Source: an optimization exercise on an open RTL-to-GDS flow (aim: small area and few clock cycles). Production flows keep margins and buffers that such runs may drop. Function was checked by simulation only, so behaviour that the tests miss may differ from the original. Power is estimated from default activity; no workload was simulated.

## frame_codec
module frame_codec (
    input  wire        clk,
    input  wire        rst,
    input  wire        crc_init,
    input  wire        crc_valid,
    input  wire [7:0]  crc_data,
    output wire [15:0] crc_acc,
    input  wire        rx_valid,
    input  wire [7:0]  rx_data,
    output wire        rx_ready,
    output wire        pbuf_we,
    output wire [8:0]  pbuf_addr,
    output wire [7:0]  pbuf_wdata,
    output wire        frame_valid,
    output wire [7:0]  frame_msg,
    output wire [9:0]  frame_len,
    input  wire        frame_ack,
    input  wire        enc_start,
    input  wire [7:0]  enc_msg,
    input  wire [15:0] enc_len,
    output wire        enc_ready,
    output wire        enc_err,
    input  wire        pl_valid,
    input  wire [7:0]  pl_data,
    output wire        pl_ready,
    output wire        tx_valid,
    output wire [7:0]  tx_data,
    input  wire        tx_ready
);
==> module frame_decoder, before the edit <==
module frame_decoder (
    input  wire        clk,
    input  wire        rst,
    input  wire        rx_valid,
    input  wire [7:0]  rx_data,
    output wire        rx_ready,
    output wire        pbuf_we,
    output wire [8:0]  pbuf_addr,
    output wire [7:0]  pbuf_wdata,
    output wire        frame_valid,
    output wire [7:0]  frame_msg,
    output wire [9:0]  frame_len,
    input  wire        frame_ack
);
    localparam [2:0] S_SOF0    = 3'd0,
                     S_SOF1    = 3'd1,
                     S_MSG     = 3'd2,
                     S_LENHI   = 3'd3,
                     S_LENLO   = 3'd5,
                     S_PAYLOAD = 3'd6,
                     S_CRCLO   = 3'd7;
    reg  [2:0]  state;
    reg  [15:0] dec_crc;
    reg  [7:0]  dec_msg;
    reg  [9:0]  dec_len;      
    reg  [9:0]  dec_idx;
    wire        held    = (state == S_SOF0) && (dec_crc == 16'd0);
    wire        rx_fire = rx_valid && rx_ready;
    wire [15:0] crc_next;
    wire        hi_big  = |rx_data[7:2];
    wire        len_over = (dec_len[9:8] == 2'b11) ||
                           (dec_len[9:8] == 2'b10 && rx_data != 8'd0);
    crc16_byte u_crc (.crc_in(dec_crc), .data(rx_data), .crc_out(crc_next));
    assign frame_valid = held;
    assign rx_ready    = !held || frame_ack;
    assign frame_msg   = dec_msg;
    assign frame_len   = dec_len;
    assign pbuf_we    = rx_valid && (state == S_PAYLOAD) && !dec_idx[9];
    assign pbuf_addr  = dec_idx[8:0];
    assign pbuf_wdata = rx_data;
    always @(posedge clk) begin
        if (rst) begin
            state   <= S_SOF0;
            dec_crc <= 16'hFFFF;
        end else begin
            if (state == S_SOF0 && rx_ready)
                dec_crc <= 16'hFFFF;
            if (state == S_PAYLOAD)
                dec_idx <= dec_idx + {9'd0, rx_valid};
            else
                dec_idx <= 10'd0;
            if (rx_fire) begin
                case (state)
                    S_SOF0: begin
                        if (rx_data == 8'hAA)
                            state <= S_SOF1;
                    end
                    S_SOF1: begin
                        if (rx_data == 8'h55)
                            state <= S_MSG;
                        else
                            state <= S_SOF0;
                    end
                    S_MSG: begin
                        dec_msg <= rx_data;
                        dec_crc <= crc_next;
                        state   <= S_LENHI;
                    end
                    S_LENHI: begin
                        dec_len <= {rx_data[1] | hi_big, rx_data[0] | hi_big, 8'h00};
                        dec_crc <= crc_next;
                        state   <= S_LENLO;
                    end
                    S_LENLO: begin
                        dec_len[7:0] <= rx_data;
                        if (len_over) begin
                            dec_crc <= 16'hFFFF;
                            state   <= S_SOF0;
                        end else begin
                            dec_crc <= crc_next;
                            state   <= S_PAYLOAD;
                        end
                    end
                    S_PAYLOAD: begin
                        dec_crc <= crc_next;
                        if (dec_idx == dec_len)
                            state <= S_CRCLO;
                    end
                    default: begin       
                        dec_crc <= crc_next;
                        state   <= S_SOF0;
                    end
                endcase
            end
        end
    end
endmodule
export LEC_CHECK = 0
export CAP_MARGIN = 20
export CORE_MARGIN = 2
export CORE_UTILIZATION = 40
export SLEW_MARGIN = 20
create_clock -name core_clock -period 4.0 [get_ports {clk}]
standard.sh (not shown) runs the stock make flow with config.mk's settings and CLKGATE_MAP_FILE= SYNTH_SCRIPT=/design/flow/synth_recipe.tcl, a recipe that flattens the netlist after the stock synthesis.
==> flow/flow/run.sh <==
#!/bin/bash
# Own layout flow: the standard ORFS flow (standard.sh) with these changes
# to how the layout is made:
#  - synthesis is the standard flow's own script, but ABC maps the logic for area
#    (flow/synth.tcl, flow/abc_area.script);
#  - the port buffers are the smallest buffer cell (buf_1) instead of the
#    default pick;
#  - the buffers synthesis put on pass-through wires become buf_1 too;
#  - the clock tree is built from clkbuf_8 without dummy loads.
# make's full output goes to flow_make.log; ORFS keeps each step's log in
# orfs/logs/.
set -euo pipefail
here=$(cd "$(dirname "$0")" && pwd)
work=$(pwd)
export OWN_ABC_SCRIPT="$here/abc_area.script"
export FLOW_SYNTH_TCL="$work/synth_recipe.tcl"
export BUFFER_PORTS_ARGS="-buffer_cell sky130_fd_sc_hd__buf_1"
export PRE_GLOBAL_PLACE_TCL="$here/pre_place.tcl"
export CTS_ARGS="-sink_clustering_enable -repair_clock_nets -dont_use_dummy_load -buf_list sky130_fd_sc_hd__clkbuf_8"
# standard.sh with the synthesis script pointed at flow/synth.tcl
sed "s#SYNTH_SCRIPT=[^ ]*#SYNTH_SCRIPT=$here/synth.tcl#" standard.sh > own_standard.sh
grep -q "SYNTH_SCRIPT=$here/synth.tcl" own_standard.sh
bash own_standard.sh finish > flow_make.log 2>&1
Other scripts of this flow, unchanged in this note and not shown: flow/flow/abc_area.script, flow/flow/pre_place.tcl, flow/flow/synth.tcl
The first run completed without violations.
Testbench counts at the start, summed over its fixed seeds: cycles 34,439.
Change:
--- a/flow/design.v
+++ b/flow/design.v
@@ -99,9 +99,9 @@
                         dec_crc <= crc_next;
                         state   <= S_LENHI;
                     end
                     S_LENHI: begin
-                        dec_len <= {rx_data[1] | hi_big, rx_data[0] | hi_big, 8'h00};
+                        dec_len[9:8] <= {rx_data[1] | hi_big, rx_data[0] | hi_big};
                         dec_crc <= crc_next;
                         state   <= S_LENLO;
                     end
                     S_LENLO: begin
=>
- synthesized area went down slightly
- design area is lower slightly
- flip-flop and latch count does not change
- routed wire length goes down by a few percent
- global-route usage fell by 0.72 points
- sequential power stays flat
- power falls slightly
- core utilization drops by 0.17 points
- count of clock-buffer cells in the layout is unchanged
Testbench counts after the change, summed over its fixed seeds: cycles 34,439.

==> static timing again, ports no longer ideal <==
How much do the figures lean on ideal ports? The routed layouts below were timed once more, with nothing changed but the port constraints. Step 1: set_driving_cell puts a clkbuf_16 on clk and a buf_2 on each other input, an assumption about the parent block. Step 2 adds t to the input delays and takes it off the output delays; t is the mean of the earliest and latest rising clock arrival at the registers after step 1. Input paths then give back, and output paths get back, about the clock's delay inside the block. a / b / c = ideal / step 1 / step 2; a / b = the first two.
| run | t (ns) | slack for setup (ns) | worst data-port slew with drivers (ns) | pins driven straight from the clock port |
|---|---|---|---|---|
| the first run | 0.390 | 1.001 / 1.001 / 0.781 | 0.05 | 1 |
| the second run | 0.389 | 0.792 / 0.792 / 0.792 | 0.07 | 1 |
After both steps every run listed still meets setup and hold. For the first run, which loses most, drivers alone change the setup slack by 0.000 ns; drivers and shift together by -0.220 ns.
